What follows belongs to an exercise in optimizing a design on an open flow for a short achievable clock period and few clock cycles; a production flow would make more cautious choices.
RTL that was checked went through simulation tests only; none was proved equivalent to the original.
Power is estimated from default activity; no workload was simulated.

// jcpu8
module jcpu8 (
    input  wire        clk,
    input  wire        rst,         
    input  wire        stall,       
    output wire [15:0] mem_addr,
    output wire        mem_we,
    output wire [7:0]  mem_wdata,
    input  wire [7:0]  mem_rdata,
    input  wire [7:0]  io0,
    output wire        io_event,
    output wire [7:0]  io_value,
    output wire        fault
);
Size: roughly 2000 cells after synthesis, about 16000 µm² of cells after synthesis.
make LEC_CHECK=0 CAP_MARGIN=20 CORE_MARGIN=2 CORE_UTILIZATION=25 GPL_ROUTABILITY_DRIVEN=1 PLACE_DENSITY=0.45 SETUP_SLACK_MARGIN=4.0 SLEW_MARGIN=20 SYNTH_HIERARCHICAL=1 SYNTH_MINIMUM_KEEP_SIZE=0 finish   # period 6.0 ns
run.sh (not shown) runs the stock make flow with config.mk's settings and CLKGATE_MAP_FILE= SYNTH_SCRIPT=/design/flow/synth_recipe.tcl, a recipe that flattens the netlist after the stock synthesis.
Next try:
--- a/flow/config.mk
+++ b/flow/config.mk
@@ -10 +10 @@
-export CORE_UTILIZATION = 25
+export CORE_UTILIZATION = 45
@@ -12 +12,2 @@
-export PLACE_DENSITY = 0.45
+export GPL_TIMING_DRIVEN = 1
+export PLACE_DENSITY = 0.6
What happened: Sequential share of layout area increases by 2.4 points. Critical path depth decreases by 1. Setup slack gets better by 0.23 ns. Global-route usage increases by 13 points. Utilization increases by 23 points. Routed wire length decreases by 10%. Maximum frequency increases by 8.5%.
Function was not checked in any run of this note: the RTL went through the layout flow alone.


== main ==
jcpu8, a different RTL version from the one above (not shown whole).
Size in the first run: ~2000 cells after synthesis.
export LEC_CHECK = 0
export CAP_MARGIN = 20
export CORE_MARGIN = 2
export CORE_UTILIZATION = 25
export GPL_ROUTABILITY_DRIVEN = 1
export PLACE_DENSITY = 0.45
export SETUP_SLACK_MARGIN = 4.0
export SLEW_MARGIN = 20
export SYNTH_HIERARCHICAL = 1
export SYNTH_MINIMUM_KEEP_SIZE = 0
create_clock -name core_clock -period 6.0 [get_ports {clk}]
Testbench counts of main, summed over its fixed seeds: cycles 172,034.
Inputs modified between main and the feature branch:
diff --git a/flow/config.mk b/flow/config.mk
--- a/flow/config.mk
+++ b/flow/config.mk
@@ -8,7 +8,8 @@
 export CAP_MARGIN = 20
 export CORE_MARGIN = 2
-export CORE_UTILIZATION = 25
+export CORE_UTILIZATION = 45
 export GPL_ROUTABILITY_DRIVEN = 1
-export PLACE_DENSITY = 0.45
+export GPL_TIMING_DRIVEN = 1
+export PLACE_DENSITY = 0.6
 export SETUP_SLACK_MARGIN = 4.0
 export SLEW_MARGIN = 20
## What came out
- Of the two candidates, main has the worse post-route worst setup slack and the feature branch the better one.
- Diff main -> the feature branch | aggregate global-route resource usage | increase of 15 points
- H-tree depth reported by CTS, main and the feature branch: smaller value in the feature branch
- Between main and the feature branch, count of clock-buffer cells in the layout is higher for main, the feature branch comes in under that.
- Quantity of gates resized following cts ended up 41 higher on the feature branch than on main.
- The feature branch reached the end of the flow, and the finished layout is clean on the timing, DRC and antenna checks.
- main went all the way through the flow, and no timing, DRC or antenna check failed.
- The fraction of the cycle the final worst path needs of the feature branch falls short of that of main by 0.72 points.
- The feature branch gives less synthesis-to-finish area growth than main did.
- In the feature branch, the multi-input combinational area share came out 0.52 points above the value in main.
- A startpoint of the most critical setup path of mem_rdata[6] is what main shows, while sp[1]$_SDFFE_PP0P_ belongs to the feature branch.
- ~same sequential cell fraction of total power in main and the feature branch
- For main, the top layer used by detailed routing was met4, unlike the feature branch, where it was met5.
- Comparing the two runs side by side, the feature branch comes out behind main on worst hold slack.


## v29
jcpu8, a different RTL version from the one above (not shown whole).
Size: about 270 flip-flops, ~54 I/O pins.
clock: 6.0 ns
lec_check: 0
abc_clock_period_in_ps: 2000
cap_margin: 20
core_margin: 2
core_utilization: 25
gpl_routability_driven: 1
place_density: 0.45
setup_slack_margin: 4.0
slew_margin: 20
v29 | status: complete | timing, DRC, antenna: pass
The inputs of v13 differ from those of v29 as listed below.
-- flow/config.mk --
<<< v29, line 8
export ABC_CLOCK_PERIOD_IN_PS = 2000
>>> v13, line 8
<<< v29, line 11
export CORE_UTILIZATION = 25
>>> v13, line 10
export CORE_UTILIZATION = 45
<<< v29, line 13
export PLACE_DENSITY = 0.45
>>> v13, line 12
export GPL_TIMING_DRIVEN = 1
export PLACE_DENSITY = 0.6
==> comparison <==
- v13 ends up with higher effective utilization at floorplan than v29 does.
- Relative to v29, the final clock period utilization by the worst path of v13 is higher by 0.28 points.
- Each of the runs, namely v29 and v13, reached the end of the flow and came out clean.
- Diff v29 -> v13: smallest setup slack after layout went down, post-synthesis to final-layout area growth lost 3.1 points, met2 routed wirelength dropped about 4.3%, multi-input gate area in the final layout lower.
- Compared with v29, v13 shows a higher average wire length per cell after detail routing.
- Sort v29 and v13 by final cell count, descending, and v29 comes first.
- Against v29, v13 comes in 0.017 ns higher on final critical path time including I/O delays and setup.
- Taking v29 as the reference point, the tightest hold margin of v13 falls by 0.0033 ns.
No functional check of the RTL was part of any run of this note.


== v6 ==
jcpu8, a different RTL version from the one above (not shown whole).
For scale: ~1700 cells after synthesis, about 210 flip-flops, ~54 I/O pins, about 14000 um2 of cells after synthesis.
make LEC_CHECK=0 ABC_CLOCK_PERIOD_IN_PS=2000 CAP_MARGIN=20 CORE_MARGIN=2 CORE_UTILIZATION=25 GPL_ROUTABILITY_DRIVEN=1 PLACE_DENSITY=0.45 SETUP_SLACK_MARGIN=4.0 SLEW_MARGIN=20 finish   # period 6.0 ns
For v7, these inputs were changed with respect to v6:
--- a/flow/config.mk
+++ b/flow/config.mk
@@ -8 +7,0 @@
-export ABC_CLOCK_PERIOD_IN_PS = 2000
@@ -14 +12,0 @@
-export SETUP_SLACK_MARGIN = 4.0
==> comparison <==
Re clock insertion delay at the later pin of the skew report: v6 and v7 aren't equal, and the higher value belongs to v7. Comparing worst setup slack for v6 and v7, the smaller number came from v7. Relative to v6, total setup buffers inserted after CTS has decreased by 179 in v7. Relative to v6, v7 improves routed wire length. Diff v6 and v7: utilization higher in v6. [compare] base=v6 new=v7: met2 wirelength from detailed routing shows a reduction of about 7.5%; global routing usage on met1 shows a reduction of 0.53 points. Critical path class = flop to flop: v6; critical path class = input port to flop: v7. | number of antenna violations at the first check in global routing | v7 vs v6 | 1 lower |.
No run of this note included a check of the RTL's function; only the layout flow was run.


Another version of the RTL of jcpu8 (not shown whole).
Size in the first run: about 1500 cells after synthesis, about 240 flip-flops, about 54 I/O pins, ~0.014 sq mm of cells after synthesis.
Settings: LEC_CHECK=0, CAP_MARGIN=20, CORE_MARGIN=2, CORE_UTILIZATION=45, GPL_ROUTABILITY_DRIVEN=1, GPL_TIMING_DRIVEN=1, PLACE_DENSITY=0.6, SETUP_SLACK_MARGIN=4.0, SLEW_MARGIN=20; clock period 6.0 ns.
The baseline ran to the end with no violations.
Then changed:
--- a/flow/config.mk
+++ b/flow/config.mk
@@ -7,0 +8 @@
+export ABC_CLOCK_PERIOD_IN_PS = 2000
@@ -10 +11 @@
-export CORE_UTILIZATION = 45
+export CORE_UTILIZATION = 25
@@ -12,2 +13 @@
-export GPL_TIMING_DRIVEN = 1
-export PLACE_DENSITY = 0.6
+export PLACE_DENSITY = 0.45
Effect:
- The changed run completed without violations
- clock skew fell by 0.0098 ns
- worst setup slack gets worse by 0.027 ns
- total power is higher by a few percent
- core utilization is lower by 25 points
- first-iteration DRC count came out lower by a quarter to a third
- critical path depth does not change
- die area goes up by well over a third
- cell area is higher by a few percent
Function was not checked in any run of this note: the RTL went through the layout flow alone.


Setup of job 3560:
jcpu8, a different RTL version from the one above (not shown whole).
Size in the first run: about 1600 cells after synthesis, about 240 flip-flops, roughly 54 I/O pins, roughly 14000 µm² of cells after synthesis.
## jcpu8
module jcpu8 (
    input  wire        clk,
    input  wire        rst,         
    input  wire        stall,       
    output wire [15:0] mem_addr,
    output wire        mem_we,
    output wire [7:0]  mem_wdata,
    input  wire [7:0]  mem_rdata,
    input  wire [7:0]  io0,
    output wire        io_event,
    output wire [7:0]  io_value,
    output wire        fault
);
clock: 6.0 ns
lec_check: 0
abc_clock_period_in_ps: 100
cap_margin: 20
core_margin: 2
core_utilization: 25
gpl_routability_driven: 1
place_density: 0.45
setup_slack_margin: 4.0
slew_margin: 20
Job 3560 went all the way through synthesis, placement and routing and the layout is clean on timing, DRC and antenna.
Testbench counts of job 3560, summed over its fixed seeds: cycles 171,981.
What job 6601 does differently from job 3560 at the input level:
- removing ABC_CLOCK_PERIOD_IN_PS (formerly 100)
From job 3560 to job 6601 the numbers moved as follows: number of buffers on the longest clock path did not really move, mean post-synth cell area roughly the same, area overhead of the layout relative to synthesis now sits at about the same level, cell depth of the worst hold path barely changed. Job 6601 against job 3560: share of layout cells above drive strength 1 closely matched the old numbers, met3 wirelength from detailed routing comparable, pin count of the biggest net entering global routing barely changed, area share of buffers outside the clock network level, combinational cell fraction of total power neither gained nor lost much.


job 9163:
Another version of the RTL of jcpu8 (not shown whole).
Size in the first run: ~2,200 cells after synthesis, roughly 300 flip-flops, roughly 54 I/O pins, roughly 18,000 um2 of cells after synthesis.
clock: 6.0 ns
lec_check: 0
cap_margin: 20
core_margin: 2
core_utilization: 25
gpl_routability_driven: 1
place_density: 0.45
setup_slack_margin: 4.0
slew_margin: 20
synth_hierarchical: 1
synth_minimum_keep_size: 0
Every stage of the flow completed for job 9163, and the final layout passed the timing, DRC and antenna checks.
--- input diff job 9163..job 5835 ---
Settings: GPL_TIMING_DRIVEN: unset -> 1; PLACE_DENSITY: 0.45 -> 0.6; CORE_UTILIZATION: 25 -> 45.
==> summary.txt <==
Timing, DRC, antenna: 0 failures across job 5835 and job 9163. [compare] base=job 9163 new=job 5835: core utilization rose by 25 points; die area fell by 32,000 um2; floorplan row count fell by about 26%; final wirelength fell by 11%. Job 9163 → job 5835: clock sink count about even; power fell 3.3%; multi-input logic portion of the cell area rose 1.3 points.
No run of this note included a check of the RTL's function; only the layout flow was run.


jcpu8, a different RTL version from the one above (not shown whole).
Size: about 2100 cells after synthesis, ~270 flip-flops, about 0.016 mm^2 of cells after synthesis.
Settings: LEC_CHECK=0, CAP_MARGIN=20, CORE_MARGIN=2, CORE_UTILIZATION=45, GPL_ROUTABILITY_DRIVEN=1, GPL_TIMING_DRIVEN=1, PLACE_DENSITY=0.6, SETUP_SLACK_MARGIN=4.0, SLEW_MARGIN=20; clock period 6.0 ns.
The first run completed without violations.
Then changed:
Settings changed: ABC_CLOCK_PERIOD_IN_PS set to 2000, CORE_UTILIZATION 45 to 25, GPL_TIMING_DRIVEN 1 to not set, PLACE_DENSITY 0.6 to 0.45.
Power went up by a few percent; fmax climbs by a few percent; flip-flop and latch count is unchanged; worst setup slack improves by 0.059 ns; cell area climbs by a few percent; wire length goes up by a little under a tenth; combinational power went up by a few percent; register-to-register slack improves by 0.06 ns; via count came out lower slightly; sequential share of layout area drops by 1.2 points.
Function was not checked in any run of this note: the RTL went through the layout flow alone.

## re-timing with driven ports
The results above use ideal ports. As a check the final layouts listed here were re-extracted and re-timed, cells and wires unchanged. Step 1 sets driving cells, clkbuf_16 on the clock port and buf_2 on the other inputs (assumed; they add their load-dependent delay and slew). Step 2, shift: input delay + t, output delay - t, t = (earliest + latest rising clock arrival at the registers) / 2. This alone moves slack from input paths to output paths. Slacks: no drivers / after step 1 / after step 2; pairs: no drivers / after step 1.
run	t (ns)	setup WS [ns]	slew at the worst register clock pin (ns)
the first run of note 1	0.615	3.098 / 3.098 / 2.748	0.06 / 0.06
the second run of note 1	0.641	3.325 / 3.325 / 2.994	0.07 / 0.07
main	0.607	3.411 / 3.417 / 2.833	0.06 / 0.06
the feature branch	0.641	3.454 / 3.454 / 2.868	0.07 / 0.07
v29	0.606	3.309 / 3.309 / 2.815	0.07 / 0.07
v13	0.597	3.292 / 3.292 / 2.792	0.07 / 0.07
v6	0.619	2.593 / 2.593 / 2.340	0.07 / 0.07
v7	0.629	1.735 / 1.739 / 1.110	0.07 / 0.07
the first run of note 5	0.621	3.360 / 3.342 / 2.721	0.07 / 0.07
the second run of note 5	0.629	3.333 / 3.340 / 2.711	0.07 / 0.07
job 3560	0.619	3.308 / 3.321 / 2.702	0.07 / 0.07
job 6601	0.619	3.308 / 3.321 / 2.702	0.07 / 0.07
job 9163	0.630	3.493 / 3.479 / 2.849	0.07 / 0.07
job 5835	0.617	3.523 / 3.432 / 2.815	0.07 / 0.07
the first run of note 8	0.649	3.235 / 3.235 / 2.741	0.06 / 0.06
the second run of note 8	0.616	3.294 / 3.294 / 2.724	0.06 / 0.06
After both steps setup and hold are still met in every run listed. For job 5835, which loses most, drivers alone change the setup slack by -0.091 ns; drivers and shift together by -0.708 ns.
